This is an optimization exercise on Yosys and OpenROAD, whose aim is small area, not a production implementation. Function was checked by simulation only, so behaviour that the tests miss may differ from the original. No activity file was given, so power comes from the tool's default toggle rates.

File: config.mk
export PLATFORM = sky130hd
export DESIGN_NAME = mce
export DESIGN_NICKNAME = mce
export VERILOG_FILES = /design/flow/design.v
export SDC_FILE = /design/flow/constraint.sdc
export NUM_CORES = 4
export LEC_CHECK = 0
export CAP_MARGIN = 20
export CORE_MARGIN = 2
export CORE_UTILIZATION = 40
export SLEW_MARGIN = 20
File: constraint.sdc
create_clock -name core_clock -period 8.0 [get_ports {clk}]
set_input_delay 1.6000 -clock core_clock [delete_from_list [all_inputs] [get_ports {clk}]]
set_output_delay 1.6000 -clock core_clock [all_outputs]
set_load 0.01 [all_outputs]
File: design.v
module mce #(
    parameter W_T = 32,
    parameter W_U = 16,
    parameter W_A = 16
) (
    input  wire           clk,
    input  wire           rst,
    input  wire [W_T-1:0] NOW,
    input  wire [1:0]     CMD,
    input  wire [W_U-1:0] UNIT_IN,
    input  wire [7:0]     PAT_IN,
    input  wire [W_A-1:0] MSG_BASE,
    input  wire [7:0]     MSG_DATA,
    input  wire [7:0]     ROM_CHAR,
    input  wire [7:0]     DEC_PAT,
    output wire           TONE_ON,
    output wire           BUSY,
    output wire [W_A-1:0] MSG_ADDR,
    output wire [7:0]     ROM_PAT,
    output wire           DEC_SPACE,
    output wire           DEC_NOSTART,
    output wire [2:0]     DEC_LEN,
    output wire [6:0]     DEC_ELEMS
);
    localparam [1:0] S_IDLE = 2'd0;
    localparam [1:0] S_TONE = 2'd1;
    localparam [1:0] S_WAIT = 2'd2;
    localparam [1:0] S_GAP  = 2'd3;
    function [7:0] lookup;
        input [7:0] c;
        begin
            case (c)
                8'h41: lookup = 8'hF9;  8'h42: lookup = 8'hE8;
                8'h43: lookup = 8'hEA;  8'h44: lookup = 8'hF4;
                8'h45: lookup = 8'hFC;  8'h46: lookup = 8'hE2;
                8'h47: lookup = 8'hF6;  8'h48: lookup = 8'hE0;
                8'h49: lookup = 8'hF8;  8'h4A: lookup = 8'hE7;
                8'h4B: lookup = 8'hF5;  8'h4C: lookup = 8'hE4;
                8'h4D: lookup = 8'hFB;  8'h4E: lookup = 8'hFA;
                8'h4F: lookup = 8'hF7;  8'h50: lookup = 8'hE6;
                8'h51: lookup = 8'hED;  8'h52: lookup = 8'hF2;
                8'h53: lookup = 8'hF0;  8'h54: lookup = 8'hFD;
                8'h55: lookup = 8'hF1;  8'h56: lookup = 8'hE1;
                8'h57: lookup = 8'hF3;  8'h58: lookup = 8'hE9;
                8'h59: lookup = 8'hEB;  8'h5A: lookup = 8'hEC;
                8'h30: lookup = 8'hDF;  8'h31: lookup = 8'hCF;
                8'h32: lookup = 8'hC7;  8'h33: lookup = 8'hC3;
                8'h34: lookup = 8'hC1;  8'h35: lookup = 8'hC0;
                8'h36: lookup = 8'hD0;  8'h37: lookup = 8'hD8;
                8'h38: lookup = 8'hDC;  8'h39: lookup = 8'hDE;
                8'h2F: lookup = 8'hD2;  8'h3F: lookup = 8'h8C;
                8'h2A: lookup = 8'hCA;  8'h23: lookup = 8'h80;
                default: lookup = 8'hEF;
            endcase
        end
    endfunction
    function [2:0] startpos;
        input [7:0] p;
        begin
            casez (p)
                8'b0???????: startpos = 3'd7;
                8'b10??????: startpos = 3'd6;
                8'b110?????: startpos = 3'd5;
                8'b1110????: startpos = 3'd4;
                8'b11110???: startpos = 3'd3;
                8'b111110??: startpos = 3'd2;
                8'b1111110?: startpos = 3'd1;
                default:     startpos = 3'd0;
            endcase
        end
    endfunction
    reg [1:0]     st;
    reg           mode;       
    reg [5:0]     pattern;
    reg [2:0]     e;
    reg [W_U-1:0] unit;
    reg [W_T-1:0] deadline;
    reg [W_A-1:0] msg_ptr;
    wire idle = (st == S_IDLE);
    wire expd = (NOW >= deadline);
    wire       from_msg = !idle || CMD[1];
    wire [7:0] P   = from_msg ? lookup(MSG_DATA) : PAT_IN;
    wire       sp  = (P == 8'hEF);
    wire [2:0] sps = startpos(P);
    wire       nz  = (sps != 3'd0) && !sp;        
    wire [2:0] n1  = sps - 3'd1;                  
    wire       first = P[n1];
    wire       cur = pattern[e];
    wire [W_U-1:0] u = idle ? UNIT_IN : unit;
    reg [1:0]  st_n;
    reg        mode_n;
    reg [5:0]  pattern_n;
    reg [2:0]  e_n;
    reg        ld;
    reg [2:0]  k;         
    always @* begin
        st_n = st; mode_n = mode; pattern_n = pattern; e_n = e;
        ld = 1'b0; k = 3'd1;
        case (st)
            S_IDLE: begin
                if (CMD == 2'b01) begin
                    mode_n = 1'b0;
                    begin
                    pattern_n = P[5:0];
                    if (sp) begin
                        st_n = S_WAIT; e_n = 3'd7; ld = 1'b1; k = 3'd4;
                    end else if (!nz) begin
                        if (1'b0) begin st_n = S_GAP; ld = 1'b1; k = 3'd2; end
                        else st_n = S_IDLE;
                    end else begin
                        e_n = n1 - 3'd1;
                        st_n = S_TONE; ld = 1'b1; k = first ? 3'd3 : 3'd1;
                    end
                end
                end else if (CMD == 2'b10) begin
                    mode_n = 1'b1;
                    if (MSG_DATA != 8'h00) begin
                    pattern_n = P[5:0];
                    if (sp) begin
                        st_n = S_WAIT; e_n = 3'd7; ld = 1'b1; k = 3'd4;
                    end else if (!nz) begin
                        if (1'b1) begin st_n = S_GAP; ld = 1'b1; k = 3'd2; end
                        else st_n = S_IDLE;
                    end else begin
                        e_n = n1 - 3'd1;
                        st_n = S_TONE; ld = 1'b1; k = first ? 3'd3 : 3'd1;
                    end
                end
                end
            end
            S_TONE: if (expd) begin
                st_n = S_WAIT; ld = 1'b1; k = 3'd1;
            end
            S_WAIT: if (expd) begin
                if (e == 3'd7) begin
                    if (mode) begin st_n = S_GAP; ld = 1'b1; k = 3'd2; end
                    else st_n = S_IDLE;
                end else begin
                    e_n = e - 3'd1;
                    st_n = S_TONE; ld = 1'b1; k = cur ? 3'd3 : 3'd1;
                end
            end
            S_GAP: if (expd) begin
                if (MSG_DATA == 8'h00) st_n = S_IDLE;
                else begin
                    pattern_n = P[5:0];
                    if (sp) begin
                        st_n = S_WAIT; e_n = 3'd7; ld = 1'b1; k = 3'd4;
                    end else if (!nz) begin
                        if (1'b1) begin st_n = S_GAP; ld = 1'b1; k = 3'd2; end
                        else st_n = S_IDLE;
                    end else begin
                        e_n = n1 - 3'd1;
                        st_n = S_TONE; ld = 1'b1; k = first ? 3'd3 : 3'd1;
                    end
                end
            end
        endcase
    end
    wire [W_U+1:0] ku = ({W_U+2{k[0]}} & {2'b00, u}) + ({W_U+2{k[1]}} & {1'b0, u, 1'b0})
                      + ({W_U+2{k[2]}} & {u, 2'b00});
    wire [W_T-1:0] dl = NOW + ku;
    wire inc = idle || (st == S_GAP && expd);
    always @(posedge clk) begin
        if (rst) st <= S_IDLE;
        else     st <= st_n;
        mode    <= mode_n;
        pattern <= pattern_n;
        e       <= e_n;
        unit    <= u;
        if (ld) deadline <= dl;
        msg_ptr <= MSG_ADDR + inc;
    end
    assign TONE_ON  = (st == S_TONE);
    assign BUSY     = !idle;
    assign MSG_ADDR = idle ? MSG_BASE : msg_ptr;
    assign ROM_PAT = lookup(ROM_CHAR);
    wire [2:0] dsp = startpos(DEC_PAT);
    assign DEC_SPACE   = (DEC_PAT == 8'hEF);
    assign DEC_NOSTART = (DEC_PAT == 8'hFF);
    assign DEC_LEN     = DEC_SPACE ? 3'd0 : dsp;
    assign DEC_ELEMS   = DEC_PAT[6:0] & ~(7'h7F << DEC_LEN);
endmodule
File: run.sh
#!/bin/bash
# synth_recipe.tcl (not shown) runs the flow's synth.tcl, then flattens the netlist and writes it again
# the make line also repeats each setting of config.mk as NAME=value (left out here)
make -C /OpenROAD-flow-scripts/flow DESIGN_CONFIG=/design/flow/config.mk WORK_HOME=/design/flow/orfs CLKGATE_MAP_FILE= SYNTH_SCRIPT=/design/flow/synth_recipe.tcl finish
==> reports/qor.csv <==
stage;metric;value;unit
status;status;finished with violations;
status;Fail Reasons;setup timing;
power_and_ir_drop;leakage dissipation;5.706;nW
global_route;largest net degree at the start of global routing;47;
sta;Worst Tran Pin Value;884.4;ps
setup_path;Worst setup EP type;register;
synthesis;library cells used by synthesis;92;
synthesis;register bit count reported by yosys;76;
synthesis;Main synth FF type;edfxtp_1;
global_route;antenna violations before repair;3;
cts;hold_buf cts;0;
synthesis;largest area contributor in the netlist;edfxtp_1;
cts;Clock Pin Slew Worst Setup and Hold Paths;70;ps
setup_path;WP data required;8110;ps
sta;Period minus WS final;8122;ps
global_route;total grt overflow;0;
route;DR pass1 iterations;5;
cts;Clk Latency, worst-skew pair;350;ps
setup_path;CP peak stage delay;450;ps
layout;fillers;1766;
placement;dpl hpwl;17.71;mm
global_route;first-pass GRT wire length;37.34;mm
global_route;All-Layer GR Usage;20.45;%
cts;CTS tree;yes;
route;Via Count;8294;
sta;pins over their slew limit;0;
cts;Root Buffer Master;clkbuf_16;
floorplanning;# rows;53;
sta;RSZ-0062 raised after global routing;true;
route;Iter 0 DRT Violations;250;
route;residual DRC count;0;
floorplanning;Die Footprint;22360;um^2
synthesis;Ys Warns;1;
cts;Clock Tree Buf Depth;2;
synthesis;multiplexer share of the synthesized area;5.435;%
synthesis;Mapped Cells;986;
global_route;vias in the first global route;7963;
power_and_ir_drop;Max VDD drop;0.3258;mV
layout;Finished Core Util;62.22;%
route;ANT nets after route;0;
placement;port buffer count;136;
sta;Peak Freq;123.1;MHz
sta;final hold vios;0;
synthesis;Mean Syn Cell Area;8.592;um^2
sta;final setup margin;-122.2;ps
synthesis;ranking of synthesized cells by area;edfxtp_1, ha_1, dfxtp_1, inv_1, xnor2_1;
synthesis;synth cell count leaders;inv_1, ha_1, nand2_1;
layout;Inserted Diodes;0;
placement;DP Area;11730;um^2
route;Routed WL per cell;14.56;um
floorplanning;starting density of the core;40.56;%
cts;CTS HTree Levels;3;
setup_path;CP max FO;6;
floorplanning;Die X-Extent;149.5;um
synthesis;Synth Area in Simple Gates;19.29;%
synthesis;Async SR Flop Fraction;0;%
floorplanning;io pins;138;
sta;Fin Clk Skew;11.13;ps
setup_path;critical path class;primary input to register;
sta;Rel. slew slack;39.52;%
synthesis;Synth Area in XOR/XNOR;5.686;%
setup_path;Critical Path AT;8230;ps
placement;Placer Congestion;0.8681;
worst_hold_path;Hold WC Path Type;register to register;
synthesis;complex-gate fraction of the synthesized area;22.18;%
setup_path;crit path launch type;primary input;
synthesis;Synth top area share;14.89;%
floorplanning;core footprint;20890;um^2
route;Via density;5.164;
setup_path;Worst path slowest cell;fa_1;
layout;layout net count;1535;
synthesis;syn_nets;1195;
cts;Clock Sinks;76;
job;max-cap viol count;0;
power_and_ir_drop;Pwr Density;546.1;nW/um^2
synthesis;register area share after synthesis;22.92;%
cts;TritonCTS buffer count;9;
synthesis;post-synthesis adder-cell area fraction;17.52;%
sta;Final setup viols;14;
synthesis;largest family of logic cells by synthesized area;compound AO/OA/AOI/OAI gates;
synthesis;count leader, synth;inv_1;
synthesis;Post-synth EDFFs;42;
synthesis;Mapped Area;8472;um^2
floorplanning;die height;149.5;um
layout;design area;13000;um^2
route;total routed wirelength;23.38;mm
sta;period utilization;101.5;%
layout;Layout area overhead;53.40;%
setup_path;Most common cell on crit path;ha_4;
layout;share of post-route cells with drive strength above 1;33.13;%
## layout make-up
| class | instances | area [um^2] | area share [%] |
|---|---|---|---|
| clock buffers | 11 | 254.0 | 1.954 |
| clock inverters | 5 | 58.81 | 0.4525 |
| inverters | 98 | 374.1 | 2.879 |
| multi-input cells | 775 | 6761 | 52.03 |
| flip-flops and latches | 76 | 1942 | 14.94 |
| well taps | 275 | 344.1 | 2.648 |
| repair buffers | 366 | 3262 | 25.10 |
## worst max-delay path: cells and delay by family
| family | cells | cell delay [ps] |
|---|---|---|
| buffers and inverters | 7 | 700 |
| adder cells (fa/ha/maj) | 7 | 1830 |
| AND/OR/NAND/NOR | 8 | 1480 |
| AO/OA/AOI/OAI | 15 | 2480 |
| XOR/XNOR | 1 | 130 |
## kinds of logic after synthesis
| family | after synthesis |
|---|---|
| mux | 41 |
| other cells | 1 |
| compound gates | 260 |
| buf+inv | 135 |
| simple gates | 309 |
| xor+xnor | 55 |
| fa+ha+maj | 109 |
| flops | 76 |
## per-layer routing
layer / vias up / GRT usage [%] / wire length, um
met5: - / 0 / 13
met4: 2 / 5.571 / 329
met3: 24 / 3.537 / 897
met2: 152 / 35.11 / 11480
met1: 3867 / 26.47 / 10660
li1: 4249 / - / -
## power breakdown
part | leakage (nW) | internal, mW | total [mW] | switching, mW
registers | 0.686 | 0.773 | 0.826 | 0.0535
logic | 4.86 | 3.05 | 5.83 | 2.78
clock network | 0.155 | 0.262 | 0.440 | 0.178
total | 5.71 | 4.09 | 7.10 | 3.01
## flip-flops by register name, indices dropped and copies added (netlist names)
register,cells
deadline,32
msg_ptr,16
unit,16
pattern,6
e,3
st,2
mode,1
## per-stage QoR
step           total power [mW]  instances  hold slack, ps  setup WS, ps  setup TNS, ps
6_report                  7.098       1606           514.1        -122.2          -1214
5_1_grt                   7.697       1606           528.9        -441.0          -5942
4_1_cts                   6.450       1596           515.3        -169.8          -1888
3_3_place_gp              5.527       1560           497.8         -1031         -17290
3_5_place_dp              5.592       1560           500.0         -1100         -19640
2_1_floorplan             3.826        986           472.8        -221.4          -1164
## repair_timing
item                       in CTS  in global routing
setup buffers                  19                 13
gates cloned                    2                  0
pin swaps                      45                 53
setup endpoints to repair      21                 21
resized for setup              81                 92
## placed cells by master (no fill, tap or decap), types with 7 or more instances in the layout
master,n
a211oi_1,7
o211ai_1,24
nor2_2,13
a21oi_2,7
nand2b_1,19
nor2_1,50
ha_4,15
xnor2_1,34
xor2_1,15
edfxtp_1,42
mux2_2,29
nor2b_1,19
o21ai_2,9
a21oi_1,43
a21o_1,23
and3_1,13
inv_2,8
nand4_1,7
nand3_1,28
fa_1,15
or3_1,8
clkdlybuf4s50_1,127
o21ai_0,31
buf_4,208
mux2i_1,10
nand2_1,63
clkbuf_16,10
inv_1,88
nor3_1,19
buf_6,15
a31oi_1,8
dfxtp_1,34
o211ai_2,10
nand2_2,8
o21ai_1,9
or2_2,7
ha_1,73
## final timing paths
path	start	end	slack, ps	cells past startpoint
max	MSG_DATA[0]	deadline[22]	-120	38
min	unit[14]	unit[14]	510	1
max reg2reg	st[1]	deadline[22]	960	36
min reg2reg	unit[14]	unit[14]	510	1

## afterwards: timing with drivers on the ports
How much do the figures lean on ideal ports? The routed layout below was timed once more, with nothing changed but the port constraints.
Step 1, drivers: a clkbuf_16 drives clk and a buf_2 each remaining input, both assumed.
Step 2 moves the port delays by t, midway between the first and last clock arrival at a register: inputs arrive t later, outputs are due t later. That takes back most of the time a late clock gives input paths.
Slacks: ideal / step 1 / step 2; pairs: ideal / step 1.
shift t [ns]: 0.393
slack for setup (ns): -0.122 / -0.114 / -0.506
hold slack, ns: 0.514 / 0.514 / 0.514
worst data-port slew with drivers (ns): 0.07
For this run, drivers alone change the setup slack by +0.008 ns; drivers and shift together by -0.384 ns.
